This is an optimization exercise on Yosys and OpenROAD, whose aim is small area, a short achievable clock period and few clock cycles, not a production implementation.
Where RTL was checked, it was by simulation tests only, not by an equivalence proof against the original.
Function not checked in runs 6 and 7: the RTL went through the layout flow alone.
Power is estimated from default activity; no workload was simulated.

File: flow/run.sh
#!/bin/bash
# synth_recipe.tcl (not shown) runs the flow's synth.tcl, then flattens the netlist and writes it again
# the make line also repeats each setting of config.mk as NAME=value (left out here)
make -C /OpenROAD-flow-scripts/flow DESIGN_CONFIG=/design/flow/config.mk WORK_HOME=/design/flow/orfs CLKGATE_MAP_FILE= SYNTH_SCRIPT=/design/flow/synth_recipe.tcl finish
File: flow/config.mk
export PLATFORM = sky130hd
export DESIGN_NAME = dbc3_comp
export DESIGN_NICKNAME = dbc3_comp
export VERILOG_FILES = /design/flow/design.v
export SDC_FILE = /design/flow/constraint.sdc
export NUM_CORES = 4
export LEC_CHECK = 0
export CAP_MARGIN = 20
export CORE_MARGIN = 2
export CORE_UTILIZATION = 40
export CTS_CLUSTER_DIAMETER = 80
export CTS_CLUSTER_SIZE = 20
export PLACE_DENSITY = 0.6
export SETUP_SLACK_MARGIN = 5.0
export SLEW_MARGIN = 20
File: flow/constraint.sdc
create_clock -name core_clock -period 8.0 [get_ports {clk}]
set_input_delay 1.6000 -clock core_clock [delete_from_list [all_inputs] [get_ports {clk}]]
set_output_delay 1.6000 -clock core_clock [all_outputs]
set_load 0.01 [all_outputs]
File: flow/design.v
module dbc3_comp (
    input  wire        clk,
    input  wire        rst,
    input  wire        cfg_we,
    input  wire [5:0]  cfg_addr,
    input  wire [15:0] cfg_data,
    input  wire        start,
    output wire        ready,
    output reg         done,
    output reg  [1:0]  prio_oor,
    output wire        mem_req,
    output wire [2:0]  mem_layer,
    output wire [17:0] mem_addr,
    input  wire        mem_gnt,
    input  wire [7:0]  mem_rdata,
    output wire        fb_valid,
    input  wire        fb_ready,
    output wire [8:0]  fb_x,
    output wire [8:0]  fb_y,
    output wire [15:0] fb_data
);
    localparam RB = 3;                
    localparam NR = 6;                
    reg [8:0]  scroll     [0:15];    
    reg [15:0] pal_base   [0:7];
    reg [7:0]  pal_mask   [0:7];
    reg [7:0]  trans_pen  [0:7];
    reg [7:0]  trans_mask [0:7];
    reg [7:0]  layer_en;
    reg [4:0]  pri0, pri1;           
    reg        oor0, oor1;           
    reg [15:0] bg_color;
    reg [8:0]  fb_w_m1, fb_h_m1;
    always @(posedge clk) begin
        if (cfg_we) begin
            case (cfg_addr[5:3])
                3'd0, 3'd1: scroll[cfg_addr[3:0]] <= cfg_data[8:0];
                3'd2: pal_base[cfg_addr[2:0]]   <= cfg_data;
                3'd3: pal_mask[cfg_addr[2:0]]   <= cfg_data[7:0];
                3'd4: trans_pen[cfg_addr[2:0]]  <= cfg_data[7:0];
                3'd5: trans_mask[cfg_addr[2:0]] <= cfg_data[7:0];
                3'd6: begin
                    case (cfg_addr[2:0])
                        3'd0: layer_en  <= cfg_data[7:0];
                        3'd1: begin
                            oor0 <= cfg_data[7:0] > 8'd23;
                            pri0 <= (cfg_data[7:0] > 8'd23) ? 5'd0 : cfg_data[4:0];
                        end
                        3'd2: begin
                            oor1 <= cfg_data[7:0] > 8'd23;
                            pri1 <= (cfg_data[7:0] > 8'd23) ? 5'd0 : cfg_data[4:0];
                        end
                        3'd3: bg_color  <= cfg_data;
                        3'd4: fb_w_m1   <= cfg_data[8:0];
                        3'd5: fb_h_m1   <= cfg_data[8:0];
                        default: ;
                    endcase
                end
                default: ;
            endcase
        end
    end
    function [7:0] pri_row;       
        input [4:0] p;
        begin
            case (p)
                5'd0:  pri_row = {2'd3, 2'd2, 2'd1, 2'd0};
                5'd1:  pri_row = {2'd2, 2'd3, 2'd1, 2'd0};
                5'd2:  pri_row = {2'd3, 2'd1, 2'd2, 2'd0};
                5'd3:  pri_row = {2'd1, 2'd3, 2'd2, 2'd0};
                5'd4:  pri_row = {2'd2, 2'd1, 2'd3, 2'd0};
                5'd5:  pri_row = {2'd1, 2'd2, 2'd3, 2'd0};
                5'd6:  pri_row = {2'd3, 2'd2, 2'd0, 2'd1};
                5'd7:  pri_row = {2'd2, 2'd3, 2'd0, 2'd1};
                5'd8:  pri_row = {2'd3, 2'd0, 2'd2, 2'd1};
                5'd9:  pri_row = {2'd0, 2'd3, 2'd2, 2'd1};
                5'd10: pri_row = {2'd2, 2'd0, 2'd3, 2'd1};
                5'd11: pri_row = {2'd0, 2'd2, 2'd3, 2'd1};
                5'd12: pri_row = {2'd3, 2'd1, 2'd0, 2'd2};
                5'd13: pri_row = {2'd1, 2'd3, 2'd0, 2'd2};
                5'd14: pri_row = {2'd3, 2'd0, 2'd1, 2'd2};
                5'd15: pri_row = {2'd0, 2'd3, 2'd1, 2'd2};
                5'd16: pri_row = {2'd1, 2'd0, 2'd3, 2'd2};
                5'd17: pri_row = {2'd0, 2'd1, 2'd3, 2'd2};
                5'd18: pri_row = {2'd2, 2'd1, 2'd0, 2'd3};
                5'd19: pri_row = {2'd1, 2'd2, 2'd0, 2'd3};
                5'd20: pri_row = {2'd2, 2'd0, 2'd1, 2'd3};
                5'd21: pri_row = {2'd0, 2'd2, 2'd1, 2'd3};
                5'd22: pri_row = {2'd1, 2'd0, 2'd2, 2'd3};
                default: pri_row = {2'd0, 2'd1, 2'd2, 2'd3};
            endcase
        end
    endfunction
    reg        running;           
    reg        building;          
    reg        go;                
    reg        list_ok;           
    reg [3:0]  bpos;              
    reg        bf1, bf2;          
    reg [2:0]  bl;                
    reg        bv;                
    reg [3:0]  ncnt;              
    reg [2:0]  list [0:7];
    reg [8:0]  sx0, sy0;          
    assign ready = !running;
    wire       b_grp  = ~bpos[2];
    wire       b_en   = layer_en[bl] && bv;
    wire [7:0] b_row  = pri_row(b_grp ? pri1 : pri0);
    wire [1:0] b_sub  = b_row >> {bpos[1:0], 1'b0};
    wire [2:0] b_lay  = {b_grp, b_sub};
    wire [2:0] nm1    = ncnt[2:0] - 3'd1;
    wire       any_en = (ncnt != 4'd0);
    reg [8:0]    cx, cy;
    reg [RB-1:0] ctag;
    reg          call;            
    reg          vi, qi;          
    reg [8:0]    xi, yi;
    reg [RB-1:0] ti;
    reg [2:0]    ji, li, ni;      
    reg [17:0]   ai;
    reg          vd, qd, gd;
    reg [8:0]    xd, yd;
    reg [RB-1:0] td;
    reg [NR-1:0] tdh;             
    reg [7:0]    tmd, tpd;        
    reg [2:0]    jd, ld, nd;
    assign mem_req   = vi && qi;
    assign mem_layer = li;
    assign mem_addr  = ai;
    wire [8:0] ssx   = scroll[{nd[2], 1'b0, nd[1:0]}];
    wire [8:0] ssy   = scroll[{nd[2], 1'b1, nd[1:0]}];
    wire [17:0] cd   = {yd + ssy, xd + ssx};    
    reg [NR-1:0] fin;
    integer      k;
    reg [RB:0]   nfl;             
    reg [11:0]   rob [0:NR-1];
    reg [RB-1:0] otag;
    wire       vis   = ((mem_rdata & tmd) != tpd) && any_en;
    wire       last  = (jd == nm1) || !any_en;
    wire       dfin  = vd && qd && gd && (vis || last);
    wire       free  = !vd || dfin;
    wire       claim = free && go && !call && (nfl != NR);
    wire [2:0] jd2   = jd + 3'd2;
    reg        hv;                
    reg [11:0] h;
    reg        fbv;
    reg [15:0] fbd;
    reg [8:0]  ox, oy;
    assign fb_valid = fbv;
    assign fb_data  = fbd;
    assign fb_x     = ox;
    assign fb_y     = oy;
    wire [11:0] head  = rob[otag];
    wire        xfer  = fbv && fb_ready;
    wire        hgo   = hv && (!fbv || fb_ready);         
    wire        load  = running && fin[otag] && (!hv || hgo);    
    wire        lastp = (ox == fb_w_m1) && (oy == fb_h_m1);
    wire [RB:0] nfl_c = load ? nfl : nfl + 1'b1;
    wire [RB:0] nfl_n = load ? nfl - 1'b1 : nfl;
    always @(posedge clk) begin
        if (cfg_we)
            list_ok <= 1'b0;
        if (rst) begin
            running <= 1'b0;
            building <= 1'b0;
            bv      <= 1'b0;
            go      <= 1'b0;
            list_ok <= 1'b0;
            done    <= 1'b0;
            vi      <= 1'b0;
            vd      <= 1'b0;
            hv      <= 1'b0;
            fbv     <= 1'b0;
            nfl     <= {(RB+1){1'b0}};
            fin     <= {NR{1'b0}};
        end else begin
            done <= 1'b0;
            if (!running) begin
                if (start) begin
                    running  <= 1'b1;
                    prio_oor <= {oor1, oor0};
                    building <= !list_ok;
                    go       <= list_ok;
                    bpos     <= 4'd0;
                    if (!list_ok)
                        ncnt <= 4'd0;
                    cx       <= 9'd0;
                    cy       <= 9'd0;
                    ctag     <= {RB{1'b0}};
                    call     <= 1'b0;
                    otag     <= {RB{1'b0}};
                    ox       <= 9'd0;
                    oy       <= 9'd0;
                end
            end
            bl  <= b_lay;
            bv  <= building && !bpos[3];
            bf1 <= b_en && (ncnt == 4'd0);
            bf2 <= bf1;
            if (bf2) begin
                sx0 <= ssx;
                sy0 <= ssy;
            end
            if (b_en) begin
                list[ncnt[2:0]] <= bl;
                ncnt <= ncnt + 4'd1;
            end
            if (building) begin
                bpos <= bpos + 4'd1;
                if (bpos == 4'd10) begin
                    building <= 1'b0;
                    list_ok  <= 1'b1;
                    go       <= 1'b1;
                end
            end
            if (free)
                vi <= claim;
            else
                vi <= 1'b1;
            vd <= vi;
            if (dfin) begin
                for (k = 0; k < NR; k = k + 1)
                    if (tdh[k]) begin
                        rob[k] <= {vis, ld, mem_rdata};
                        fin[k] <= 1'b1;
                    end
            end
            if (claim) begin
                ctag <= (ctag == NR - 1) ? {RB{1'b0}} : ctag + 1'b1;
                if (cx == fb_w_m1) begin
                    cx <= 9'd0;
                    cy <= cy + 9'd1;
                    if (cy == fb_h_m1)
                        call <= 1'b1;
                end else begin
                    cx <= cx + 9'd1;
                end
            end
            if (xfer) begin
                if (ox == fb_w_m1) begin
                    ox <= 9'd0;
                    oy <= oy + 9'd1;
                end else begin
                    ox <= ox + 9'd1;
                end
            end
            if (load) begin
                hv <= 1'b1;
                h  <= head;
                fin[otag]  <= 1'b0;
                otag <= (otag == NR - 1) ? {RB{1'b0}} : otag + 1'b1;
            end else if (hgo) begin
                hv <= 1'b0;
            end
            if (hgo) begin
                fbv <= 1'b1;
                fbd <= h[11] ? ({8'd0, h[7:0] & pal_mask[h[10:8]]} | pal_base[h[10:8]])
                             : bg_color;
            end else if (xfer) begin
                fbv <= 1'b0;
            end
            nfl <= claim ? nfl_c : nfl_n;
            if (xfer && lastp) begin
                done    <= 1'b1;
                running <= 1'b0;
                go      <= 1'b0;
            end
        end
    end
    always @(posedge clk) begin
        gd <= mem_gnt;
        xd <= xi;
        yd <= yi;
        td <= ti;
        tdh <= {{(NR-1){1'b0}}, 1'b1} << ti;
        tmd <= trans_mask[li];
        tpd <= trans_pen[li];
        jd <= ji;
        ld <= li;
        nd <= ni;
        qd <= qi;
        if (free) begin
            qi <= 1'b1;
            xi <= cx;
            yi <= cy;
            ti <= ctag;
            ji <= 3'd0;
            li <= list[0];
            ni <= building ? bl : list[1];
            ai <= {cy + sy0, cx + sx0};
        end else if (gd || !qd) begin
            qi <= 1'b1;
            xi <= xd;
            yi <= yd;
            ti <= td;
            ji <= jd + 3'd1;
            li <= nd;
            ni <= list[jd2];
            ai <= cd;
        end else begin
            qi <= 1'b0;
            xi <= xd;
            yi <= yd;
            ti <= td;
            ji <= jd - 3'd1;
            li <= nd;
            ni <= ld;
            ai <= cd;
        end
    end
endmodule
==> reports/results.ini, run 1 <==
[run_status]
status=complete, no violations

[clock_tree]
worstSkewPairLatency_ns=0.62
clock-sinks=844
cts_buffers=49
root_buffer=clkbuf_16
clock_path_buffers=3
htree_levels=2
cts_hold_buf=0
tritoncts=built
cts.clk_slew.worst_paths_ns=0.08

[synth]
synth_top_area_share_pct=64.42
synth_nets=2045
synth_seq_cells=844
synth.avg_cell_area_sq_um=17.23
yosys.cell_types.count=63
synth-main-ff-cell=edfxtp_1
yosysTopAreaCell=edfxtp_1
synth_cells=1943
syn_area_sq_um=33470
synth_async_sr_flop_share_pct=0
seq_area_frac_synth_pct=71.95
synth_edf_count=718
yosys-top-cells-area=edfxtp_1 (64%), mux4_2 (8.6%), dfxtp_1 (7.5%)
ys_warn_count=2

[detailed_routing]
drcViolationCount=0
wirelength_mm=78.27
drtAntennaViolNets=0
wl_per_cell_um=23.92
via_count=17750
drtIter0Drc=1395
route.detailed.vias_per_inst=5.425
firstDrtPassIters=5

[die]
initial_core_util_pct=40.19
num_io_pins=97
fp.dieH_um=293.3
die_x_um=293.3
row_count=106
die_area_sq_um=86010
core_sq_um=83290

[sta]
whs_ns=0.3293
fin_crit_ns=2.992
skew_ns=0.02174
finalSetupViolCount=0
slew_viol_final=0
fmax_ghz=0.3342
rsz0062_at_grt=true
fin_setup_tns_ns=0
worstMarginPinSlew_ns=0.7962
fin_crit_sh_pct=37.40
relSlewSlack_pct=46.81
hold_viol_final=0
fin_ws_ns=5.008

[cells_and_area]
layout-drive-gt1-share_pct=25.66
layout_common_cells=edfxtp_1 (718), mux4_2 (128), dfxtp_1 (119)
postLayoutCoreUtil_pct=47.25
nets=2252
fill_cells=7027
area_growth_pct=17.57
final_common_cell=edfxtp_1
instances_no_fill=3272

[hold_path]
hold_depth=0
whs_endpoint=nd[0]
hold_class=flip-flop to flip-flop
min-delay-start=ni[0]

[global_routing]
grt_pass1_wl_mm=115.2
grt_pass1_vias=17840
grt_antenna_before_repair=2
grt_max_degree=67
grt_util_all_layers_pct=17.96
grt-ovfl-total=0

[worst_setup_path]
crit_type=input pin to flip-flop
crit_arrival_ns=3.29
setup.worst_path.end_class=flip-flop
rrSetupSlack_ns=5.02
rr_startpoint=nd[0]
r2r_end=ai[17]
rr_worst_depth=13
critPathRequiredTime_ns=8.30
critical_path.max_fanout=8
start_kind=input pin

[power_and_ir_drop]
max-vdd-ir-drop_mv=0.1699
power.density_nw_per_um2=202.4
p_leak_nw=13.07

[placed_design]
routabilityCongestion=0.8068
portBuffers=96
dpl.cell_count=3068
place_ws_ns=3.297
hpwlAfterDp_mm=47.72

[flow_run]
drv_cap=0

==> how the worst max path moves through the flow <==
stage | start | end | slack, ns | cells after the start
final | cfg_we | pal_mask[6][2] | 5.01 | 5
after global placement | mem_rdata[6] | cy[5] | 3.33 | 10
after floorplan | mem_rdata[6] | nfl[3] | 4.73 | 11
after CTS | cfg_addr[4] | layer_en[4] | 4.71 | 4
after detailed placement | mem_rdata[6] | cy[5] | 3.30 | 10
after global routing | nd[0] | ai[17] | 4.88 | 13
==> what timing repair did <==
action	4_1_cts	5_1_grt
pin swaps	22	46
gates cloned	7	3
gates resized for setup	239	108
buffers inserted	60	40
endpoints found under the hold margin	0	0
endpoints found under the setup margin	793	674
==> layout make-up <==
class | instances | area (sq um) | share of cell area [%]
Antenna cell | 2 | 5.005 | 0.01272
Timing Repair Buffer | 229 | 2495 | 6.340
Clock buffer | 86 | 1418 | 3.602
Multi-Input combinational cell | 974 | 9724 | 24.71
Inverter | 51 | 197.7 | 0.5024
Tap cell | 1080 | 1351 | 3.434
Sequential cell | 844 | 24100 | 61.25
Clock inverter | 5 | 48.80 | 0.1240
Timing Repair inverter | 1 | 7.507 | 0.01908
==> critical path, stage by stage <==
cell             delay (ns)
clkdlybuf4s50_1        0.66
inv_1                  0.15
nor2_4                 0.24
nand3_4                0.28
nor2_4                 0.35
==> kinds of logic after synthesis <==
logic type | count (synthesis) | synth area share [%]
muxes | 224 | 11.75
adders and majority gates | 66 | 2.579
AOI/OAI and AO/OA | 242 | 4.549
and+or+nand+nor | 345 | 4.893
xor gates and xnor gates | 94 | 2.606
DFF | 844 | 71.95
buffers and inverters | 128 | 1.667
==> through the flow <==
stage                     cell area [sq um]  power (mW)
after floorplan                       33650       5.190
after global placement                35730       5.380
after detailed placement              35730       5.390
after CTS                             38370       8.016
after global routing                  39350       8.229
final                                 39350       7.963
==> sequential cells by signal, indices dropped and copies added, names as in the netlist, 12 cells and up, named ones only <==
| name | flops |
|---|---|
| ai | 18 |
| bg_color | 16 |
| fbd | 16 |
| h | 12 |
| list | 24 |
| pal_base | 128 |
| pal_mask | 64 |
| rob | 72 |
| scroll | 144 |
| trans_mask | 64 |
| trans_pen | 64 |
==> power breakdown <==
group | switching, mW | leakage (nW) | total (mW) | internal [mW]
clock | 1.41 | 0.701 | 2.62 | 1.22
combinational | 0.263 | 4.82 | 0.464 | 0.200
sequential | 0.0470 | 7.55 | 4.87 | 4.83
==> synth_stat cells (14+ instances only) <==
| cell type | n |
|---|---|
| a211oi_1 | 15 |
| a21oi_1 | 87 |
| and2_1 | 14 |
| and3_1 | 21 |
| buf_2 | 23 |
| clkbuf_1 | 35 |
| dfxtp_1 | 126 |
| edfxtp_1 | 718 |
| ha_1 | 61 |
| inv_1 | 51 |
| mux2_2 | 72 |
| mux2i_1 | 24 |
| mux4_2 | 128 |
| nand2_1 | 57 |
| nand3_1 | 28 |
| nor2_1 | 148 |
| nor2b_1 | 14 |
| o21ai_0 | 44 |
| xnor2_1 | 39 |
| xor2_1 | 51 |
==> layer usage <==
metal	global-route usage, %	part of all wire, %	vias to the layer above
met5	0	0	-
met4	4.243	1.8	0
met3	3.132	6.2	84
met2	29.38	49	524
met1	25.15	43	9194
li1	-	-	7948
Testbench counts, summed over its fixed seeds: cycles 80,488.
==> inputs of run 2 (changes only) <==
--- a/flow/config.mk
+++ b/flow/config.mk
@@ -7,9 +7,9 @@
 export LEC_CHECK = 0
 export CAP_MARGIN = 20
 export CORE_MARGIN = 2
-export CORE_UTILIZATION = 40
+export CORE_UTILIZATION = 60
 export CTS_CLUSTER_DIAMETER = 80
 export CTS_CLUSTER_SIZE = 20
-export PLACE_DENSITY = 0.6
+export PLACE_DENSITY = 0.8
 export SETUP_SLACK_MARGIN = 5.0
 export SLEW_MARGIN = 20
==> run 2 against run 1 <==
Total power shrank 1.1%. Highest routed layer unchanged. Register-to-register slack lost 0.02 ns. Maximum frequency shrank 5.0%. Core utilization grew 23 points. Area after synthesis is the same. Die area shrank 33%. Critical path type unchanged. Final cell count shrank 11%. Worst setup slack lost 0.16 ns. Non-clock buffer count shrank 22. Sequential share of layout area grew 1.4 points.
==> reports/results.ini, run 2 <==
[cells_and_area]
postLayoutCellArea_sq_um=38480  ; -2.2%
fill_cells=3392  ; -52%
largest_register_ffs=144  ; unchanged
layout-drive-gt1-share_pct=25.43  ; -0.23 points
final_common_cell=edfxtp_1
area_growth_pct=14.95
instances_no_fill=2915  ; -11%
layout_common_cells=edfxtp_1 (718), mux4_2 (128), dfxtp_1 (116)
nets=2227  ; -1.1%
postLayoutCoreUtil_pct=69.84  ; +23 points

[synth]
seq_area_frac_synth_pct=71.95  ; unchanged
synth-main-ff-cell=edfxtp_1
synth_top_area_share_pct=64.42  ; unchanged
synth.avg_cell_area_sq_um=17.23  ; unchanged
yosys.cell_types.count=63  ; unchanged
synth_edf_count=718  ; unchanged
synth_async_sr_flop_share_pct=0  ; unchanged
yosysTopAreaCell=edfxtp_1
synth_cells=1943  ; unchanged
ys_warn_count=2  ; unchanged
netlist_top_cells_count=edfxtp_1 (718), nor2_1 (148), mux4_2 (128)
synth_nets=2045  ; unchanged
synth_seq_cells=844  ; unchanged
yosys-top-cells-area=edfxtp_1 (64%), mux4_2 (8.6%), dfxtp_1 (7.5%)
syn_area_sq_um=33470  ; unchanged
synth.most_common_cell=edfxtp_1

[sta]
skew_ns=0.02271  ; +0.0009751 ns
rsz0062_at_grt=true
worstMarginPinSlew_ns=0.9789  ; +0.1827 ns
fmax_ghz=0.3175  ; -5.0%
finalSetupViolCount=0  ; unchanged
slew_viol_final=0  ; unchanged
fin_crit_sh_pct=39.37  ; +2.0 points
fin_crit_ns=3.150  ; +0.1577 ns
fin_setup_tns_ns=0  ; unchanged
whs_ns=0.3209  ; -0.008409 ns
fin_ws_ns=4.850  ; -0.1577 ns
hold_viol_final=0  ; unchanged
relSlewSlack_pct=34.74  ; -12 points

[worst_setup_path]
crit_slowest_cell=or2_4
start_kind=input pin
critPathTopFamily=simple AND/OR/NAND/NOR gates
crit_type=input pin to flip-flop
path_cells=buf_8, and3_4, o22a_1, nand4_1, buf_6, o21ai_4, buf_6, buf_12, buf_12, or2_4, and2_4, o21ai_2, o31ai_1
critical_path.max_fanout=8  ; unchanged
critPathRequiredTime_ns=8.36  ; +0.06 ns
path_buf_inv=5  ; +3
setup.worst_path.end_class=flip-flop
rr_startpoint=nd[0]
crit_arrival_ns=3.51  ; +0.22 ns
slowest_delay_ns=0.29  ; -0.37 ns
startpoint=mem_rdata[2]

[die]
row_count=86  ; -19%
die_x_um=240.2  ; -18%
initial_core_util_pct=60.75  ; +21 points
die_area_sq_um=57690  ; -33%
core_sq_um=55090  ; -34%
num_io_pins=97  ; unchanged
fp.dieH_um=240.2  ; -18%

[global_routing]
grt_max_degree=57  ; -15%
grt_pass1_vias=18050  ; +1.2%
grt_util_all_layers_pct=26.21  ; +8.3 points
grt-ovfl-total=0  ; unchanged
grt_pass1_wl_mm=110.3  ; -4.3%
grt_antenna_before_repair=7  ; +5

[placed_design]
hpwlAfterDp_mm=44.18  ; -7.4%
place_ws_ns=3.340  ; +0.04294 ns
placed_area_sq_um=35270  ; -1.3%
routabilityCongestion=0.8384  ; +3.9%
portBuffers=96  ; unchanged
dpl.cell_count=2730  ; -11%

[hold_path]
hold_class=flip-flop to flip-flop
min-delay-start=ji[0]

[detailed_routing]
route.detailed.vias_per_inst=6.225  ; +15%
drcViolationCount=0  ; unchanged
drtIter0Drc=2261  ; +62%
via_count=18150  ; +2.2%
firstDrtPassIters=6  ; +1
wl_per_cell_um=25.67  ; +7.3%
drtAntennaViolNets=0  ; unchanged
wirelength_mm=74.82  ; -4.4%

[clock_tree]
cts.clk_slew.worst_paths_ns=0.08  ; about the same
clock-sinks=844  ; unchanged
clock_path_buffers=3  ; unchanged
worstSkewPairLatency_ns=0.62  ; about the same
htree_levels=2  ; unchanged
root_buffer=clkbuf_16
cts_hold_buf=0  ; unchanged
cts_buffers=48  ; -2.0%
tritoncts=built

[power_and_ir_drop]
p_leak_nw=12.87  ; -1.5%
max-vdd-ir-drop_mv=0.2098  ; +23%
power.density_nw_per_um2=204.7  ; +1.2%
finalPower_mw=7.877  ; -1.1%

[flow_run]
drv_cap=0  ; unchanged

[run_status]
status=complete, no violations

run 2: cell types whose count changed in the layout (fill, tap and decap cells not counted), sizes merged, moves of 2 or more:
cell,previous run,this run
inv,54,51
dlygate4sd2,52,58
diode,2,4
clkdlybuf4s15,5,2
buf,150,126
clkbuf,88,86
run 2: layer usage:
metal	up-vias	global-route usage, %	routed length, um
met5	-	0	0
met4	0	8.959	2416
met3	147	5.454	6234
met2	828	42.77	36930
met1	9284	35.57	29240
li1	7887	-	-
run 2: layout make-up:
| cell class | instances | area (sq um) | share of cell area [%] |
|---|---|---|---|
| inverters | 51 | 195.2 | 0.5073 |
| flip-flops and latches | 844 | 24110 | 62.65 |
| clock inverters | 2 | 15.01 | 0.03902 |
| diodes | 4 | 10.01 | 0.02602 |
| repair buffers | 207 | 2073 | 5.388 |
| multi-input cells | 973 | 9752 | 25.35 |
| clock buffers | 86 | 1389 | 3.610 |
| well taps | 748 | 935.9 | 2.432 |
run 2: worst paths after layout:
| kind | end | slack [ns] | cells after the start |
|---|---|---|---|
| hold / removal | jd[0] | 0.32 | 0 |
| setup reg to reg | ai[15] | 5.00 | 16 |
| hold reg to reg | jd[0] | 0.32 | 0 |
| setup / recovery | cy[7] | 4.85 | 13 |
run 2: logic make-up (layout without fill, tap and decap cells):
group | count (synthesis) | in the layout | share of synthesized area, %
flops | 844 | 844 | 71.95
other cells | 0 | 4 | 0
mux | 224 | 224 | 11.75
fa+ha+maj | 66 | 66 | 2.579
buf+inv | 128 | 346 | 1.667
compound gates | 242 | 242 | 4.549
simple gates | 345 | 347 | 4.893
xor+xnor | 94 | 94 | 2.606
run 2: timing repair:
item,4_1_cts,5_1_grt
endpoints found under the hold margin,0,0
pin swaps,29,41
gates cloned,5,1
gates resized for setup,245,99
setup buffers,65,22
setup endpoints to repair,782,581
run 2: power by group:
part	internal, mW	switching [mW]
logic	0.203	0.270
registers	4.83	0.0452
clock network	1.18	1.35
==> inputs of run 3 (changes only) <==
--- a/flow/config.mk
+++ b/flow/config.mk
@@ -7,9 +7,9 @@
 export LEC_CHECK = 0
 export CAP_MARGIN = 20
 export CORE_MARGIN = 2
-export CORE_UTILIZATION = 60
+export CORE_UTILIZATION = 70
 export CTS_CLUSTER_DIAMETER = 80
 export CTS_CLUSTER_SIZE = 20
-export PLACE_DENSITY = 0.8
+export PLACE_DENSITY = 0.85
 export SETUP_SLACK_MARGIN = 5.0
 export SLEW_MARGIN = 20
==> run 3 against run 2 <==
First-iteration DRC count up 28%. Sequential cell count stayed put. Critical endpoint is now cy[3]. Worst hold slack improved by 0.0077 ns. Largest cell class unchanged. Area after synthesis unchanged.
==> reports/results.ini, run 3 <==
[synth]
synth_cells=1943  ; unchanged
yosysTopAreaCell=edfxtp_1
synth_edf_count=718  ; unchanged
syn_area_sq_um=33470  ; unchanged
netlist_top_cells_count=edfxtp_1 (718), nor2_1 (148), mux4_2 (128)
synth_seq_cells=844  ; unchanged
synth-main-ff-cell=edfxtp_1
yosys.cell_types.count=63  ; unchanged
synth.avg_cell_area_sq_um=17.23  ; unchanged
synth_top_area_share_pct=64.42  ; unchanged
ys_warn_count=2  ; unchanged
synth_nets=2045  ; unchanged
seq_area_frac_synth_pct=71.95  ; unchanged
synth_async_sr_flop_share_pct=0  ; unchanged
synth.most_common_cell=edfxtp_1
yosys-top-cells-area=edfxtp_1 (64%), mux4_2 (8.6%), dfxtp_1 (7.5%)

[hold_path]
hold_class=flip-flop to flip-flop

[worst_setup_path]
crit_arrival_ns=3.51  ; about the same
start_kind=input pin
crit_type=input pin to flip-flop
critical_path.max_fanout=8  ; unchanged
critPathRequiredTime_ns=8.36  ; about the same
setup.worst_path.end_class=flip-flop

[detailed_routing]
wirelength_mm=83.21  ; +11%
firstDrtPassIters=8  ; +2
drtAntennaViolNets=0  ; unchanged
drcViolationCount=0  ; unchanged
wl_per_cell_um=29.89  ; +16%
via_count=19180  ; +5.7%
drtIter0Drc=2897  ; +28%
route.detailed.vias_per_inst=6.891  ; +11%

[cells_and_area]
final-seq-area_sq_um=24110  ; about the same
postLayoutCoreUtil_pct=81.06  ; +11 points
largest_register_ffs=144  ; unchanged
layout_common_cells=edfxtp_1 (718), mux4_2 (128), dfxtp_1 (115)
postLayoutCellArea_sq_um=38460  ; about the same
layout-drive-gt1-share_pct=25.06  ; -0.37 points
final_common_cell=edfxtp_1
area_growth_pct=14.90  ; about the same
multiInputGateArea_sq_um=9742  ; -0.10%
fill_cells=2221  ; -35%
nets=2231  ; +0.18%

[flow_run]
drv_cap=0  ; unchanged

[sta]
finalSetupViolCount=0  ; unchanged
whs_ns=0.3286  ; +0.007738 ns
fin_crit_ns=3.153  ; +0.003610 ns
relSlewSlack_pct=27.42  ; -7.3 points
fmax_ghz=0.3171  ; -0.11%
fin_setup_tns_ns=0  ; unchanged
fin_crit_sh_pct=39.41  ; +0.045 points
skew_ns=0.03043  ; +0.007721 ns
slew_viol_final=0  ; unchanged
hold_viol_final=0  ; unchanged
rsz0062_at_grt=true
worstMarginPinSlew_ns=1.089  ; +0.1099 ns

[power_and_ir_drop]
p_leak_nw=12.92  ; +0.37%
finalPower_mw=7.967  ; +1.1%
max-vdd-ir-drop_mv=0.2079  ; -0.90%
power.density_nw_per_um2=207.2  ; +1.2%

[die]
fp.dieH_um=222.7  ; -7.3%
die_area_sq_um=49580  ; -14%
core_sq_um=47450  ; -14%
row_count=80  ; -7.0%
die_x_um=222.7  ; -7.3%
initial_core_util_pct=70.55  ; +9.8 points
num_io_pins=97  ; unchanged

[global_routing]
grt_antenna_before_repair=3  ; -4
grt_util_all_layers_pct=31.80  ; +5.6 points
grt_pass1_wl_mm=116.0  ; +5.2%
grt_pass1_vias=18580  ; +2.9%
grt-ovfl-total=0  ; unchanged
grt_max_degree=55  ; -3.5%

[run_status]
status=complete, no violations

[clock_tree]
clock_path_buffers=3  ; unchanged
cts.clk_slew.worst_paths_ns=0.09  ; about the same
htree_levels=2  ; unchanged
root_buffer=clkbuf_16
cts_hold_buf=0  ; unchanged
cts_buffers=48  ; unchanged
clock-sinks=844  ; unchanged
tritoncts=built
worstSkewPairLatency_ns=0.63  ; about the same

[placed_design]
routabilityCongestion=0.8518  ; +1.6%
hpwlAfterDp_mm=43.35  ; -1.9%
placed_area_sq_um=35080  ; -0.55%
portBuffers=96  ; unchanged

[run 3: cell counts after synthesis]
Identical to the previous run, type by type.
[run 3: final cells by class]
| class | instances | share of cell area, % |
|---|---|---|
| Timing Repair Buffer | 212 | 5.801 |
| Clock buffer | 86 | 3.549 |
| Clock inverter | 2 | 0.1074 |
| Tap cell | 615 | 2.001 |
| Sequential cell | 844 | 62.69 |
| Antenna cell | 2 | 0.01301 |
| Multi-Input combinational cell | 972 | 25.33 |
| Inverter | 51 | 0.5075 |
[run 3: routing by layer]
| layer | share of wire (%) | GRT usage [%] | vias up | wire length [um] |
|---|---|---|---|---|
| met5 | 0 | 0 | - | 0 |
| met4 | 4.5 | 12.38 | 0 | 3713 |
| met3 | 9.9 | 5.343 | 259 | 8248 |
| met2 | 50 | 52.55 | 1384 | 41670 |
| met1 | 36 | 43.20 | 9657 | 29580 |
| li1 | - | - | 7884 | - |
[run 3: cells by family after synthesis]
group | count (synthesis) | share of synthesized area, %
buffers and inverters | 128 | 1.667
and+or+nand+nor | 345 | 4.893
xor gates and xnor gates | 94 | 2.606
AOI/OAI and AO/OA | 242 | 4.549
DFF | 844 | 71.95
adders and majority gates | 66 | 2.579
muxes | 224 | 11.75
[run 3: path summary, 6_finish.rpt]
kind | startpoint | to | slack (ns) | depth (start not counted)
worst max-delay path | mem_rdata[1] | cy[3] | 4.85 | 13
worst min-delay path | ji[0] | jd[0] | 0.33 | 0
worst max register to register | nd[0] | ai[17] | 4.97 | 13
worst min register to register | ji[0] | jd[0] | 0.33 | 0
[run 3: report_power, final]
group | internal [mW] | switching (mW)
logic | 0.206 | 0.277
registers | 4.83 | 0.0516
clock network | 1.20 | 1.41
total | 6.23 | 1.74
[run 3: stage by stage]
stage | std cells | worst slack, ns
floorplan | 1943 | 4.728
global placement | 2594 | 3.523
detailed placement | 2594 | 3.372
CTS | 2760 | 4.795
global route | 2782 | 4.781
finish | 2784 | 4.847
[run 3: repair_timing]
action,in CTS,in global routing
endpoints found under the setup margin,767,629
buffers inserted,73,21
pin swaps,27,41
cloned,5,1
resized for setup,262,79
[run 3: critical path: stages]
cell	delay (ns)
buf_2	0.16
a21oi_1	0.22
o22a_1	0.17
nand4_1	0.12
buf_6	0.16
o21ai_2	0.15
buf_6	0.16
buf_4	0.15
or2_4	0.17
buf_4	0.12
nor2_1	0.06
o21ai_2	0.16
o21ai_1	0.09
==> inputs of run 4 (changes only) <==
--- a/flow/config.mk
+++ b/flow/config.mk
@@ -7,9 +7,9 @@
 export LEC_CHECK = 0
 export CAP_MARGIN = 20
 export CORE_MARGIN = 2
-export CORE_UTILIZATION = 70
+export CORE_UTILIZATION = 50
 export CTS_CLUSTER_DIAMETER = 80
 export CTS_CLUSTER_SIZE = 20
-export PLACE_DENSITY = 0.85
+export PLACE_DENSITY = 0.7
 export SETUP_SLACK_MARGIN = 5.0
 export SLEW_MARGIN = 20
==> run 4 against run 3 <==
Design area grew 1.1%. First-iteration DRC count shrank 39%. Still clean on timing, DRC and antenna. Critical endpoint is now ai[8]. Sequential cell count is the same. Critical path type is now flip-flop to flip-flop.
==> reports/results.ini, run 4 <==
[clock_tree]
tritoncts=built
root_buffer=clkbuf_16
cts.clk_slew.worst_paths_ns=0.08  ; about the same
clock-sinks=844  ; unchanged
htree_levels=2  ; unchanged
cts_buffers=49  ; +2.1%
cts_hold_buf=0  ; unchanged
worstSkewPairLatency_ns=0.63  ; about the same
clock_path_buffers=3  ; unchanged

[detailed_routing]
route.met3.wl_mm=5.221  ; -37%
wl_met1_mm=31.78  ; +7.4%
via_count=17740  ; -7.5%
drtAntennaViolNets=0  ; unchanged
wl_per_cell_um=24.77  ; -17%
maxUsedRoutingLayer=met5
drtIter0Drc=1769  ; -39%
route.detailed.vias_per_inst=5.827  ; -15%
dr_wl_met2_mm=37.00  ; -11%
firstDrtPassIters=6  ; -2
drcViolationCount=0  ; unchanged
wirelength_mm=75.41  ; -9.4%

[worst_setup_path]
path_buf_inv=4  ; -1
path_cells=buf_12, buf_6, mux4_2, mux2_4, ha_4, inv_2, fa_2, inv_2, a21oi_2, o21bai_1, a21o_1, a21oi_2, o21ai_2, xnor3_1, mux2i_1
setup.worst_path.end_class=flip-flop
crit_type=flip-flop to flip-flop
critPathTopFamily=multiplexers
rr_startpoint=nd[0]
crit_slowest_cell=mux4_2
slowest_delay_ns=0.53  ; +0.31 ns
start_kind=flip-flop
startpoint=nd[0]
critical_path.max_fanout=8  ; unchanged
crit_arrival_ns=3.50  ; about the same
critPathRequiredTime_ns=8.49  ; +0.13 ns

[placed_design]
hpwlAfterDp_mm=45.24  ; +4.4%
routabilityCongestion=0.8170  ; -4.1%
portBuffers=96  ; unchanged

[hold_path]
hold_class=flip-flop to flip-flop
min-delay-start=ni[1]

[power_and_ir_drop]
p_leak_nw=12.96  ; +0.28%
power.density_nw_per_um2=205.0  ; -1.0%
finalPower_mw=7.968  ; about the same
max-vdd-ir-drop_mv=0.1800  ; -13%

[die]
num_io_pins=97  ; unchanged
fp.dieH_um=262.7  ; +18%
die_x_um=262.7  ; +18%
core_sq_um=65980  ; +39%
die_area_sq_um=69030  ; +39%
row_count=94  ; +18%
initial_core_util_pct=50.73  ; -20 points

[global_routing]
grt_util_all_layers_pct=21.49  ; -10 points
grt-ovfl-total=0  ; unchanged
grt_antenna_before_repair=3  ; unchanged
grt_pass1_vias=17700  ; -4.8%
grt_max_degree=67  ; +22%
grt_pass1_wl_mm=111.3  ; -4.0%

[flow_run]
drv_cap=0  ; unchanged

[synth]
syn_area_sq_um=33470  ; unchanged
synth.most_common_cell=edfxtp_1
synth-main-ff-cell=edfxtp_1
netlist_top_cells_count=edfxtp_1 (718), nor2_1 (148), mux4_2 (128)
synth_top_area_share_pct=64.42  ; unchanged
yosysTopAreaCell=edfxtp_1
synth_seq_cells=844  ; unchanged
synthAdderAreaFrac_pct=2.579  ; unchanged
synth.avg_cell_area_sq_um=17.23  ; unchanged
synth-compound-area-share_pct=4.549  ; unchanged
synth_top_family_by_area=multiplexers
synth_xor_area_share_pct=2.606  ; unchanged
ys_warn_count=2  ; unchanged
synth_nets=2045  ; unchanged
synth_async_sr_flop_share_pct=0  ; unchanged
synth_cells=1943  ; unchanged
muxShareOfSynthArea_pct=11.75  ; unchanged
yosys-top-cells-area=edfxtp_1 (64%), mux4_2 (8.6%), dfxtp_1 (7.5%)
yosys.cell_types.count=63  ; unchanged
yosys.area_share.simple_pct=4.893  ; unchanged
synth_edf_count=718  ; unchanged
seq_area_frac_synth_pct=71.95  ; unchanged

[run_status]
status=complete, no violations

[sta]
skew_ns=0.03504  ; +0.004608 ns
slew_viol_final=0  ; unchanged
hold_viol_final=0  ; unchanged
worstMarginPinSlew_ns=1.001  ; -0.08741 ns
finalSetupViolCount=0  ; unchanged
rsz0062_at_grt=true
fin_crit_sh_pct=37.71  ; -1.7 points
relSlewSlack_pct=33.24  ; +5.8 points
fin_setup_tns_ns=0  ; unchanged
fmax_ghz=0.3315  ; +4.5%
fin_crit_ns=3.017  ; -0.1363 ns

[cells_and_area]
layout-drive-gt1-share_pct=25.37  ; +0.31 points
nets=2242  ; +0.49%
largest_register_ffs=144  ; unchanged
fill_cells=4791  ; +120%
area_growth_pct=16.12
final_common_cell=edfxtp_1
layout_common_cells=edfxtp_1 (718), mux4_2 (128), dfxtp_1 (117)

==> run 4: repair_timing <==
item	in CTS	in global routing
buffers inserted	56	45
pin swaps	26	45
gates cloned	6	2
gates resized for setup	219	107
setup endpoints to repair	806	661
==> run 4: cells by family (layout without fill, tap and decap cells) <==
kind of cell / after synthesis / after routing
buf+inv: 128 / 363
simple gates: 345 / 347
xor+xnor: 94 / 94
fa+ha+maj: 66 / 66
mux: 224 / 224
compound gates: 242 / 242
other cells: 0 / 1
flops: 844 / 844
==> run 4: path summary, 6_finish.rpt <==
path	slack [ns]	cells after the start	endpoint
max reg2reg	4.98	15	ai[8]
max	4.98	15	ai[8]
min reg2reg	0.33	0	nd[1]
min	0.33	0	nd[1]
==> run 4: layout make-up <==
class	count	area [sq um]	area share (%)
repair inverters	1	7.507	0.01931
clock inverters	5	47.55	0.1223
repair buffers	220	2302	5.923
well taps	864	1081	2.781
clock buffers	86	1429	3.676
flip-flops and latches	844	24110	62.03
diodes	1	2.502	0.006438
multi-input cells	973	9693	24.94
inverters	51	195.2	0.5022
==> run 4: worst register-to-register path: stages, from the launching register on <==
cell and delay (ns):
dfxtp_4 0.37, buf_12 0.13, buf_6 0.10, mux4_2 0.53, mux2_4 0.32, ha_4 0.18
inv_2 0.05, fa_2 0.21, inv_2 0.04, a21oi_2 0.13, o21bai_1 0.09, a21o_1 0.18
a21oi_2 0.21, o21ai_2 0.08, xnor3_1 0.19, mux2i_1 0.06
==> run 4: through the flow <==
stage | hold WS (ns) | worst slack, ns | instances | utilization [%] | instance area (sq um)
2_1_floorplan | 0.3096 | 4.728 | 1943 | - | 33650
3_3_place_gp | 0.3111 | 3.159 | 2843 | 53.64 | 35390
3_5_place_dp | 0.3135 | 3.337 | 2844 | 53.67 | 35410
4_1_cts | 0.3321 | 4.578 | 2997 | 57.47 | 37920
5_1_grt | 0.3319 | 4.884 | 3045 | 58.91 | 38870
6_report | 0.3260 | 4.983 | 3045 | 58.91 | 38870
==> run 4: per-layer routing <==
layer	vias to the layer above	global-route usage [%]
met5	-	0
li1	7921	-
met1	9083	30.64
met4	2	4.970
met3	88	3.486
met2	650	35.03
==> run 4: where the power goes <==
group	total, mW	internal (mW)	switching (mW)
sequential	4.87	4.83	0.0452
clock	2.62	1.23	1.40
combinational	0.471	0.203	0.268
==> inputs of run 5 (changes only) <==
--- a/flow/config.mk
+++ b/flow/config.mk
@@ -5,11 +5,11 @@
 export SDC_FILE = /design/flow/constraint.sdc
 export NUM_CORES = 4
 export LEC_CHECK = 0
-export CAP_MARGIN = 20
+export CAP_MARGIN = 5
 export CORE_MARGIN = 2
 export CORE_UTILIZATION = 50
 export CTS_CLUSTER_DIAMETER = 80
 export CTS_CLUSTER_SIZE = 20
 export PLACE_DENSITY = 0.7
 export SETUP_SLACK_MARGIN = 5.0
-export SLEW_MARGIN = 20
+export SLEW_MARGIN = 5
==> run 5 against run 4 <==
First-iteration DRC count rose by 9.3%. Design area about the same. Global-route usage down 0.058 points. Maximum frequency is 1.1% lower.
==> reports/results.ini, run 5 <==
[sta]
fin_crit_ns=3.049  ; +0.03223 ns
finalSetupViolCount=0  ; unchanged
worstMarginPinSlew_ns=1.195  ; +0.1940 ns
hold_viol_final=0  ; unchanged
fin_crit_sh_pct=38.11  ; +0.40 points
relSlewSlack_pct=20.31  ; -13 points
fmax_ghz=0.3280  ; -1.1%
slew_viol_final=0  ; unchanged
rsz0062_at_grt=true
skew_ns=0.02752  ; -0.007517 ns
fin_setup_tns_ns=0  ; unchanged

[die]
core_sq_um=65980  ; unchanged
row_count=94  ; unchanged
fp.dieH_um=262.7  ; unchanged
initial_core_util_pct=50.73  ; unchanged
die_area_sq_um=69030  ; unchanged
die_x_um=262.7  ; unchanged
num_io_pins=97  ; unchanged

[detailed_routing]
via_count=17720  ; -0.14%
route.detailed.vias_per_inst=5.814  ; -0.23%
drtAntennaViolNets=0  ; unchanged
firstDrtPassIters=5  ; -1
drcViolationCount=0  ; unchanged
drtIter0Drc=1934  ; +9.3%
wl_per_cell_um=24.56  ; -0.85%
wirelength_mm=74.85  ; -0.75%

[synth]
synth-main-ff-cell=edfxtp_1
seq_area_frac_synth_pct=71.95  ; unchanged
synth_cells=1943  ; unchanged
synth_nets=2045  ; unchanged
yosys-top-cells-area=edfxtp_1 (64%), mux4_2 (8.6%), dfxtp_1 (7.5%)
syn_area_sq_um=33470  ; unchanged
synth.most_common_cell=edfxtp_1
netlist_top_cells_count=edfxtp_1 (718), nor2_1 (148), mux4_2 (128)
yosysTopAreaCell=edfxtp_1
synth_edf_count=718  ; unchanged
yosys.cell_types.count=63  ; unchanged
synth_top_area_share_pct=64.42  ; unchanged
ys_warn_count=2  ; unchanged
synth.avg_cell_area_sq_um=17.23  ; unchanged
synth_async_sr_flop_share_pct=0  ; unchanged
synth_seq_cells=844  ; unchanged

[flow_run]
drv_cap=0  ; unchanged

[cells_and_area]
instances_no_fill=3048  ; +0.099%
postLayoutCoreUtil_pct=58.87  ; about the same
nets=2242  ; unchanged
layout-drive-gt1-share_pct=25.54  ; +0.17 points
final_common_cell=edfxtp_1
area_growth_pct=16.04  ; about the same
largest_register_ffs=144  ; unchanged
layout_common_cells=edfxtp_1 (718), mux4_2 (128), dfxtp_1 (117)
postLayoutCellArea_sq_um=38840  ; about the same

[power_and_ir_drop]
power.density_nw_per_um2=204.4  ; -0.32%
p_leak_nw=12.93  ; -0.22%
max-vdd-ir-drop_mv=0.2112  ; +17%

[clock_tree]
root_buffer=clkbuf_16
cts.clk_slew.worst_paths_ns=0.08  ; about the same
clock-sinks=844  ; unchanged
cts_hold_buf=0  ; unchanged
htree_levels=2  ; unchanged
worstSkewPairLatency_ns=0.63  ; about the same
clock_path_buffers=3  ; unchanged
tritoncts=built
cts_buffers=49  ; unchanged

[global_routing]
grt_pass1_wl_mm=110.9  ; -0.37%
grt_antenna_before_repair=3  ; unchanged
grt_pass1_vias=17690  ; -0.023%
grt-ovfl-total=0  ; unchanged
grt_util_all_layers_pct=21.43  ; -0.058 points
grt_max_degree=67  ; unchanged

[placed_design]
dpl.cell_count=2844  ; unchanged
placed_area_sq_um=35410  ; about the same
routabilityCongestion=0.8170  ; unchanged
hpwlAfterDp_mm=45.29  ; +0.12%
portBuffers=96  ; unchanged

[worst_setup_path]
critPathRequiredTime_ns=8.29  ; -0.20 ns
critical_path.max_fanout=9  ; +1
crit_arrival_ns=3.34  ; -0.16 ns
crit_type=input pin to flip-flop
rrSetupSlack_ns=4.99  ; about the same
start_kind=input pin
setup.worst_path.end_class=flip-flop

[run_status]
status=complete, no violations

[hold_path]
hold_class=flip-flop to flip-flop

run 5: cell counts after synthesis:
No cell type changed its count.
run 5: logic make-up (layout without fill, tap and decap cells):
logic type	Yosys count	in the layout	share of synthesized area, %
AND/OR/NAND/NOR	345	346	4.893
multiplexers	224	224	11.75
other	0	3	0
buffers and inverters	128	365	1.667
adder cells (fa/ha/maj)	66	66	2.579
XOR/XNOR	94	94	2.606
flip-flops	844	844	71.95
AO/OA/AOI/OAI	242	242	4.549
run 5: cell type report:
type / instances / area [sq um]
Tap cell: 864 / 1081
Multi-Input combinational cell: 972 / 9683
Clock buffer: 85 / 1371
Timing Repair Buffer: 221 / 2306
Inverter: 51 / 195.2
Clock inverter: 7 / 80.08
Antenna cell: 3 / 7.507
Timing Repair inverter: 1 / 7.507
Sequential cell: 844 / 24110
Fill cell: 4802 / 27140
run 5: metal layers:
metal  GRT usage [%]  vias to the layer above  part of all wire [%]  wire, um
met4           5.405                        0                   2.8      2124
li1                -                     7923                     -         -
met2           34.85                      628                    48     36020
met5               0                        -                     0         0
met3           3.748                      105                   6.9      5151
met1           30.27                     9064                    42     31560
run 5: worst paths after layout:
check | startpoint | end | cells past startpoint
setup / recovery | cfg_we | scroll[11][4] | 5
hold / removal | ni[1] | nd[1] | 0
setup reg to reg | nd[0] | ai[8] | 15
hold reg to reg | ni[1] | nd[1] | 0
run 5: worst max-delay path: stages:
cell	delay [ns]
clkdlybuf4s50_1	0.65
inv_1	0.14
nor2_4	0.24
nand2_2	0.32
nor2_4	0.38
run 5: power by group:
group | switching, mW | internal, mW | leakage [nW]
clock network | 1.41 | 1.19 | 0.691
registers | 0.0452 | 4.83 | 7.55
logic | 0.267 | 0.205 | 4.69
run 5: repair_timing:
item | 4_1_cts | 5_1_grt
endpoints found under the hold margin | 0 | 0
gates cloned | 6 | 1
buffers inserted | 55 | 47
endpoints found under the setup margin | 827 | 626
pin swaps | 25 | 41
resized for setup | 222 | 107
run 5: metrics by stage:
stage          hold slack [ns]  worst slack (ns)  total power [mW]
2_1_floorplan           0.3096             4.728             5.190
3_3_place_gp            0.3111             3.159             5.370
3_5_place_dp            0.3135             3.333             5.387
4_1_cts                 0.3221             4.576             7.952
5_1_grt                 0.3238             4.878             8.179
6_report                0.3239             4.951             7.937
==> inputs of run 6 (changes only) <==
--- a/flow/design.v
+++ b/flow/design.v
@@ -20,7 +20,7 @@
     output wire [15:0] fb_data
 );
     localparam RB = 3;                
-    localparam NR = 6;                
+    localparam NR = 5;                
     reg [8:0]  scroll     [0:15];    
     reg [15:0] pal_base   [0:7];
     reg [7:0]  pal_mask   [0:7];
--- a/flow/config.mk
+++ b/flow/config.mk
@@ -5,11 +5,11 @@
 export SDC_FILE = /design/flow/constraint.sdc
 export NUM_CORES = 4
 export LEC_CHECK = 0
-export CAP_MARGIN = 5
+export CAP_MARGIN = 20
 export CORE_MARGIN = 2
 export CORE_UTILIZATION = 50
 export CTS_CLUSTER_DIAMETER = 80
 export CTS_CLUSTER_SIZE = 20
 export PLACE_DENSITY = 0.7
 export SETUP_SLACK_MARGIN = 5.0
-export SLEW_MARGIN = 5
+export SLEW_MARGIN = 20
==> run 6 against run 5 <==
Still clean on timing, DRC and antenna. Wire length shrank 2.3%. First-iteration DRC count shrank 13%. Via count shrank 0.43%. Final cell count shrank 0.72%. Sequential share of layout area shrank 0.51 points. Total power shrank 0.20%. Register-to-register slack is essentially flat. Clock power grew 3%. Design area shrank 0.86%. Global-route usage shrank 0.058 points. Critical endpoint is now scroll[0][8]. Largest cell class unchanged. Highest routed layer unchanged.
==> reports/results.ini, run 6 <==
[clock_tree]
root_buffer=clkbuf_16
cts_buffers=49  ; unchanged
htree_levels=2  ; unchanged
clock_path_buffers=3  ; unchanged
cts.clk_slew.worst_paths_ns=0.09  ; about the same
tritoncts=built
clock-sinks=830  ; -1.7%
worstSkewPairLatency_ns=0.62  ; about the same

[synth]
synth.most_common_cell=edfxtp_1
seq_area_frac_synth_pct=72.06  ; +0.10 points
synth_nets=2024  ; -1.0%
synth_edf_count=706  ; -1.7%
synth_top_area_share_pct=64.50  ; +0.088 points
netlist_top_cells_count=edfxtp_1 (706), nor2_1 (156), mux4_2 (126)
synth_seq_cells=830  ; -1.7%
syn_area_sq_um=32870  ; -1.8%
synth-main-ff-cell=edfxtp_1
yosys.cell_types.count=59  ; -6.3%
yosysTopAreaCell=edfxtp_1
synth_cells=1920  ; -1.2%
synth_async_sr_flop_share_pct=0  ; unchanged
synth.avg_cell_area_sq_um=17.12  ; -0.63%
yosys-top-cells-area=edfxtp_1 (65%), mux4_2 (8.6%), dfxtp_1 (7.6%)
ys_warn_count=2  ; unchanged

[cells_and_area]
layout-drive-gt1-share_pct=25.66  ; +0.12 points
layout_common_cells=edfxtp_1 (706), mux4_2 (126), dfxtp_1 (117)
area_growth_pct=17.16
final_common_cell=edfxtp_1
antennaDiodeCount=0  ; -3
fill_cells=4708  ; -2.0%
largest_register_ffs=144  ; unchanged
nets=2234  ; -0.36%
instances_no_fill=3026  ; -0.72%

[die]
num_io_pins=97  ; unchanged
die_area_sq_um=67800  ; -1.8%
row_count=93  ; -1.1%
die_x_um=260.4  ; -0.89%
initial_core_util_pct=50.80  ; +0.072 points
fp.dieH_um=260.4  ; -0.89%
core_sq_um=64700  ; -1.9%

[worst_setup_path]
crit_arrival_ns=3.43  ; +0.09 ns
rr_startpoint=nd[0]
start_kind=input pin
crit_type=input pin to flip-flop
rr_worst_depth=15  ; unchanged
setup.worst_path.end_class=flip-flop
critPathRequiredTime_ns=8.27  ; -0.02 ns
critical_path.max_fanout=9  ; unchanged
rrSetupSlack_ns=4.98  ; about the same
r2r_end=ai[17]
startpoint=cfg_addr[0]

[detailed_routing]
route.detailed.vias_per_inst=5.831  ; +0.30%
drtAntennaViolNets=0  ; unchanged
firstDrtPassIters=7  ; +2
wirelength_mm=73.15  ; -2.3%
drtIter0Drc=1678  ; -13%
drcViolationCount=0  ; unchanged
wl_per_cell_um=24.17  ; -1.6%
via_count=17640  ; -0.43%

[sta]
slew_viol_final=0  ; unchanged
skew_ns=0.03269  ; +0.005168 ns
worstMarginPinSlew_ns=1.067  ; -0.1281 ns
finalSetupViolCount=0  ; unchanged
hold_viol_final=0  ; unchanged
whs_ns=0.3258  ; +0.001881 ns
fin_crit_ns=3.157  ; +0.1076 ns
rsz0062_at_grt=true
fin_crit_sh_pct=39.46  ; +1.3 points
relSlewSlack_pct=28.63  ; +8.3 points
fmax_ghz=0.3168  ; -3.4%
fin_setup_tns_ns=0  ; unchanged

[placed_design]
portBuffers=96  ; unchanged
hpwlAfterDp_mm=42.91  ; -5.3%
dpl.cell_count=2820  ; -0.84%
routabilityCongestion=0.8129  ; -0.50%

[global_routing]
grt_util_all_layers_pct=21.37  ; -0.058 points
grt_max_degree=55  ; -18%
grt_pass1_vias=17620  ; -0.40%
grt-ovfl-total=0  ; unchanged
grt_antenna_before_repair=0  ; -3
grt_pass1_wl_mm=108.1  ; -2.5%

[run_status]
status=complete, no violations

[power_and_ir_drop]
p_leak_nw=12.93  ; about the same
power.density_nw_per_um2=205.7  ; +0.67%
max-vdd-ir-drop_mv=0.2030  ; -3.9%

[flow_run]
drv_cap=0  ; unchanged

[hold_path]
min-delay-start=yi[1]
whs_endpoint=yd[1]
hold_depth=0  ; unchanged
hold_class=flip-flop to flip-flop

==> run 6: changes by cell type after synthesis, sizes merged, moves of 7 or more <==
cell / before / now
a22oi: 9 / 1
o21a: 9 / 1
o211ai: 13 / 5
nor2: 148 / 156
nand2: 57 / 69
edfxtp: 718 / 706
a31oi: 7 / 16
buf: 42 / 35
==> run 6: cell type report <==
cell class / instances / area, sq um / share of cell area, %
tap: 855 / 1070 / 2.778
clock inverter: 6 / 91.34 / 0.2372
timing repair inverter: 1 / 7.507 / 0.01950
multi-input combinational: 970 / 9594 / 24.92
clock buffer: 86 / 1429 / 3.711
inverter: 49 / 187.7 / 0.4874
sequential: 830 / 23700 / 61.56
timing repair buffer: 229 / 2424 / 6.294
==> run 6: kinds of logic (layout without fill, tap and decap cells) <==
kind of cell	Yosys count	after routing	share of synthesized area (%)
AOI/OAI and AO/OA	227	227	4.188
xor gates and xnor gates	94	94	2.653
adders and majority gates	68	68	2.703
buffers and inverters	122	371	1.576
DFF	830	830	72.06
muxes	218	218	11.70
and+or+nand+nor	361	363	5.120
==> run 6: worst max-delay path, stage by stage <==
cell	delay (ns)
clkdlybuf4s50_1	0.60
or3_2	0.82
nor2_4	0.40
==> run 6: through the flow <==
step	util, %	area [sq um]	setup WS, ns	power [mW]
final	59.52	38510	4.843	7.921
after global routing	59.52	38510	4.794	8.153
after CTS	58.13	37610	4.574	7.929
after detailed placement	53.82	34820	2.881	5.299
after global placement	53.82	34820	3.039	5.285
after floorplan	-	33030	4.757	5.104
==> run 6: worst max-delay path by stage <==
| stage | end | slack, ns | depth (start not counted) |
|---|---|---|---|
| after floorplan | nfl[3] | 4.76 | 10 |
| after global placement | cy[7] | 3.04 | 9 |
| after detailed placement | cy[7] | 2.88 | 9 |
| after CTS | scroll[6][0] | 4.57 | 5 |
| after global routing | nfl[3] | 4.79 | 14 |
| final | scroll[0][8] | 4.84 | 3 |
==> run 6: per-layer routing <==
layer	GRT usage, %	share of wire, %	vias up
li1	-	-	7828
met1	31.38	44	9091
met2	34.25	48	626
met3	2.690	6.4	99
met4	5.413	2.4	0
met5	0	0	-
==> run 6: power breakdown <==
| group | leakage, nW | total [mW] | internal, mW | switching [mW] |
|---|---|---|---|---|
| Sequential | 7.42 | 4.79 | 4.75 | 0.0451 |
| Combinational | 4.78 | 0.471 | 0.204 | 0.267 |
| Clock | 0.724 | 2.66 | 1.27 | 1.39 |
| Total | 12.9 | 7.92 | 6.22 | 1.70 |
==> run 6: repair_timing <==
item                       in CTS  in global routing
resized for setup             243                101
setup endpoints to repair     772                638
buffers inserted               71                 34
cloned                          6                  1
pin swaps                      26                 55
hold buffers                    0                  0
==> inputs of run 7 (changes only) <==
--- a/flow/design.v
+++ b/flow/design.v
@@ -121,8 +121,6 @@
     reg          vd, qd, gd;
     reg [8:0]    xd, yd;
     reg [RB-1:0] td;
-    reg [NR-1:0] tdh;             
-    reg [7:0]    tmd, tpd;        
     reg [2:0]    jd, ld, nd;
     assign mem_req   = vi && qi;
     assign mem_layer = li;
@@ -131,18 +129,15 @@
     wire [8:0] ssy   = scroll[{nd[2], 1'b1, nd[1:0]}];
     wire [17:0] cd   = {yd + ssy, xd + ssx};    
     reg [NR-1:0] fin;
-    integer      k;
     reg [RB:0]   nfl;             
     reg [11:0]   rob [0:NR-1];
     reg [RB-1:0] otag;
-    wire       vis   = ((mem_rdata & tmd) != tpd) && any_en;
-    wire       last  = (jd == nm1) || !any_en;
+    wire       vis   = ((mem_rdata & trans_mask[ld]) != trans_pen[ld]) && any_en;
+    wire       last  = (jd == nm1);
     wire       dfin  = vd && qd && gd && (vis || last);
     wire       free  = !vd || dfin;
     wire       claim = free && go && !call && (nfl != NR);
     wire [2:0] jd2   = jd + 3'd2;
-    reg        hv;                
-    reg [11:0] h;
     reg        fbv;
     reg [15:0] fbd;
     reg [8:0]  ox, oy;
@@ -152,11 +147,8 @@
     assign fb_y     = oy;
     wire [11:0] head  = rob[otag];
     wire        xfer  = fbv && fb_ready;
-    wire        hgo   = hv && (!fbv || fb_ready);         
-    wire        load  = running && fin[otag] && (!hv || hgo);    
+    wire        load  = running && fin[otag] && (!fbv || fb_ready);
     wire        lastp = (ox == fb_w_m1) && (oy == fb_h_m1);
-    wire [RB:0] nfl_c = load ? nfl : nfl + 1'b1;
-    wire [RB:0] nfl_n = load ? nfl - 1'b1 : nfl;
     always @(posedge clk) begin
         if (cfg_we)
             list_ok <= 1'b0;
@@ -169,7 +161,6 @@
             done    <= 1'b0;
             vi      <= 1'b0;
             vd      <= 1'b0;
-            hv      <= 1'b0;
             fbv     <= 1'b0;
             nfl     <= {(RB+1){1'b0}};
             fin     <= {NR{1'b0}};
@@ -219,11 +210,8 @@
                 vi <= 1'b1;
             vd <= vi;
             if (dfin) begin
-                for (k = 0; k < NR; k = k + 1)
-                    if (tdh[k]) begin
-                        rob[k] <= {vis, ld, mem_rdata};
-                        fin[k] <= 1'b1;
-                    end
+                rob[td] <= {vis, ld, mem_rdata};
+                fin[td] <= 1'b1;
             end
             if (claim) begin
                 ctag <= (ctag == NR - 1) ? {RB{1'b0}} : ctag + 1'b1;
@@ -245,21 +233,18 @@
                 end
             end
             if (load) begin
-                hv <= 1'b1;
-                h  <= head;
+                fbv <= 1'b1;
+                fbd <= head[11] ? ({8'd0, head[7:0] & pal_mask[head[10:8]]} | pal_base[head[10:8]])
+                                : bg_color;
                 fin[otag]  <= 1'b0;
                 otag <= (otag == NR - 1) ? {RB{1'b0}} : otag + 1'b1;
-            end else if (hgo) begin
-                hv <= 1'b0;
-            end
-            if (hgo) begin
-                fbv <= 1'b1;
-                fbd <= h[11] ? ({8'd0, h[7:0] & pal_mask[h[10:8]]} | pal_base[h[10:8]])
-                             : bg_color;
             end else if (xfer) begin
                 fbv <= 1'b0;
             end
-            nfl <= claim ? nfl_c : nfl_n;
+            if (claim && !load)
+                nfl <= nfl + 1'b1;
+            else if (load && !claim)
+                nfl <= nfl - 1'b1;
             if (xfer && lastp) begin
                 done    <= 1'b1;
                 running <= 1'b0;
@@ -272,9 +257,6 @@
         xd <= xi;
         yd <= yi;
         td <= ti;
-        tdh <= {{(NR-1){1'b0}}, 1'b1} << ti;
-        tmd <= trans_mask[li];
-        tpd <= trans_pen[li];
         jd <= ji;
         ld <= li;
         nd <= ni;
--- a/flow/config.mk
+++ b/flow/config.mk
@@ -7,9 +7,7 @@
 export LEC_CHECK = 0
 export CAP_MARGIN = 20
 export CORE_MARGIN = 2
-export CORE_UTILIZATION = 50
-export CTS_CLUSTER_DIAMETER = 80
-export CTS_CLUSTER_SIZE = 20
-export PLACE_DENSITY = 0.7
+export CORE_UTILIZATION = 40
+export PLACE_DENSITY = 0.6
 export SETUP_SLACK_MARGIN = 5.0
 export SLEW_MARGIN = 20
==> run 7 against run 6 <==
Via count grew 1.7%. Area after synthesis fell by 2.5%. Non-clock buffer count is 27 higher. Total power is 16% higher. Worst setup slack got worse by 1.2 ns. Maximum frequency down 27%. Design area up 3.7%. Critical endpoint is now nfl[3]. Largest cell class unchanged.
==> reports/results.ini, run 7 <==
[run_status]
status=complete, no violations

[detailed_routing]
drcViolationCount=0  ; unchanged
via_count=17940  ; +1.7%
firstDrtPassIters=5  ; -2
route.detailed.vias_per_inst=5.403  ; -7.3%
wl_per_cell_um=23.32  ; -3.6%
wirelength_mm=77.41  ; +5.8%
drtAntennaViolNets=0  ; unchanged

[cells_and_area]
layout_common_cells=edfxtp_1 (694), mux4_2 (105), a21oi_1 (100)
instances_no_fill=3320  ; +9.7%
nets=2305  ; +3.2%
largest_register_ffs=144  ; unchanged
area_growth_pct=24.55
final_common_cell=edfxtp_1
fill_cells=6469  ; +37%

[synth]
yosysTopAreaCell=edfxtp_1
synth-main-ff-cell=edfxtp_1
synth_async_sr_flop_share_pct=0  ; unchanged
yosys.cell_types.count=59  ; unchanged
netlist_top_cells_count=edfxtp_1 (694), nor2_1 (140), a21oi_1 (105), mux4_2 (105), dfxtp_1 (102)
seq_area_frac_synth_pct=71.39  ; -0.67 points
syn_area_sq_um=32050  ; -2.5%
synth_top_area_share_pct=65.02  ; +0.51 points
synth.most_common_cell=edfxtp_1
synth.avg_cell_area_sq_um=16.67  ; -2.6%
ys_warn_count=1  ; -1
synth_seq_cells=796  ; -4.1%
synth_cells=1923  ; +0.16%

[sta]
finalSetupViolCount=0  ; unchanged
relSlewSlack_pct=26.54  ; -2.1 points
worstMarginPinSlew_ns=1.102  ; +0.03462 ns
fin_crit_sh_pct=54.21  ; +15 points
rsz0062_at_grt=true
hold_viol_final=0  ; unchanged
skew_ns=0.03937  ; +0.006676 ns
fmax_ghz=0.2306  ; -27%
slew_viol_final=0  ; unchanged
fin_setup_tns_ns=0  ; unchanged
fin_crit_ns=4.337  ; +1.181 ns

[clock_tree]
tritoncts=built
worstSkewPairLatency_ns=0.65  ; +0.03 ns
cts_hold_buf=0  ; unchanged
cts.clk_slew.worst_paths_ns=0.06  ; -0.03 ns
htree_levels=3  ; +1
clock-sinks=796  ; -4.1%
root_buffer=clkbuf_16

[hold_path]
hold_class=flip-flop to flip-flop

[global_routing]
grt_max_degree=65  ; +18%
grt_pass1_wl_mm=112.6  ; +4.1%
grt_antenna_before_repair=5  ; +5
grt-ovfl-total=0  ; unchanged
grt_pass1_vias=18040  ; +2.4%

[die]
initial_core_util_pct=40.51  ; -10 points
core_sq_um=79130  ; +22%
num_io_pins=97  ; unchanged
row_count=103  ; +11%
die_x_um=287.1  ; +10%

[worst_setup_path]
path_cells=buf_12, buf_6, mux4_2, mux2_4, and3_4, or4_4, nor4_4, o32ai_2, a21bo_4, nand2b_4, inv_4, ha_4, inv_4, ha_1, a21o_1, a21oi_2, xnor2_1, or3_1, a21oi_2
critical_path.max_fanout=5  ; -4
critPathRequiredTime_ns=8.56  ; +0.29 ns
crit_type=flip-flop to flip-flop
crit_slowest_cell=mux4_2
start_kind=flip-flop
crit_arrival_ns=4.90  ; +1.47 ns

[placed_design]
hpwlAfterDp_mm=44.23  ; +3.1%
dpl.cell_count=3036  ; +7.7%
routabilityCongestion=0.7874  ; -3.1%

[power_and_ir_drop]
max-vdd-ir-drop_mv=0.1758  ; -13%
p_leak_nw=13.66  ; +5.7%
power.density_nw_per_um2=230.1  ; +12%

[flow_run]
drv_cap=0  ; unchanged

==> run 7: changes by cell type in the layout (fill, tap and decap cells not counted), moves of 13 or more <==
cell,change
o21ai_0,+14
buf_12,+15
xor2_1,-13
mux4_2,-21
nor2_2,+13
a211oi_1,+53
clkbuf_1,-19
a21oi_1,+20
clkinv_1,+14
clkbuf_16,+41
mux2_2,-13
dfxtp_1,-23
nor2_1,-29
==> run 7: worst max-delay path, delay by kind of cell, from the launching register on <==
family / cells / cell delay (ns)
XOR/XNOR: 1 / 0.08
flip-flops: 1 / 0.41
adder cells (fa/ha/maj): 2 / 0.38
AND/OR/NAND/NOR: 5 / 1.44
multiplexers: 2 / 0.79
AO/OA/AOI/OAI: 5 / 0.85
buffers and inverters: 4 / 0.33
==> run 7: final timing paths <==
| kind | from | endpoint | cells past startpoint | slack (ns) |
|---|---|---|---|---|
| setup reg to reg | ld[1] | nfl[3] | 19 | 3.66 |
| hold / removal | xi[5] | xd[5] | 0 | 0.32 |
| setup / recovery | ld[1] | nfl[3] | 19 | 3.66 |
| hold reg to reg | xi[5] | xd[5] | 0 | 0.32 |
==> run 7: stage by stage <==
| stage | power (mW) | instance area [sq um] | setup slack (ns) |
|---|---|---|---|
| floorplan | 5.003 | 32250 | 3.691 |
| global placement | 5.221 | 34460 | 2.708 |
| detailed placement | 5.232 | 34480 | 2.698 |
| CTS | 9.232 | 39020 | 3.660 |
| global route | 9.471 | 39920 | 3.533 |
| finish | 9.185 | 39920 | 3.663 |
==> run 7: final cells by class <==
| class | count | area (sq um) | share of cell area (%) |
|---|---|---|---|
| Tap cell | 1050 | 1314 | 3.291 |
| Inverter | 44 | 170.2 | 0.4263 |
| Multi-Input combinational cell | 1018 | 9663 | 24.21 |
| Antenna cell | 1 | 2.502 | 0.006268 |
| Clock inverter | 49 | 568.0 | 1.423 |
| Timing Repair Buffer | 256 | 3004 | 7.525 |
| Clock buffer | 106 | 2300 | 5.761 |
| Sequential cell | 796 | 22900 | 57.36 |
==> run 7: logic make-up (layout without fill, tap and decap cells) <==
group	after synthesis	after routing	synth area share, %
flip-flops	796	796	71.39
AND/OR/NAND/NOR	367	367	5.508
AO/OA/AOI/OAI	293	293	5.738
multiplexers	202	202	10.63
buffers and inverters	109	455	1.437
XOR/XNOR	88	88	2.498
adder cells (fa/ha/maj)	68	68	2.795
other	0	1	0
==> run 7: what timing repair did <==
item / in CTS / in global routing
cloned: 6 / 7
pin swaps: 43 / 27
buffers inserted: 78 / 37
endpoints found under the setup margin: 772 / 543
resized for setup: 229 / 98
==> run 7: metal layers <==
layer / routed length (um) / GRT usage [%]
met1: 33480 / 24.65
met2: 37960 / 30.49
met3: 4210 / 3.270
met4: 1719 / 5.234
met5: 39 / 0
==> run 7: where the power goes <==
part | internal, mW | switching [mW] | leakage, nW
logic | 0.234 | 0.321 | 5.14
registers | 4.58 | 0.0470 | 7.13
clock network | 2.38 | 1.62 | 1.39
total | 7.19 | 1.99 | 13.7

Setup slack of run 7, layout unchanged: 3.663 ns with ideal ports, 3.663 ns with driving cells assumed (clock clkbuf_16, inputs buf_2), 3.057 ns with port delays also shifted by the 0.692 ns mid clock arrival.
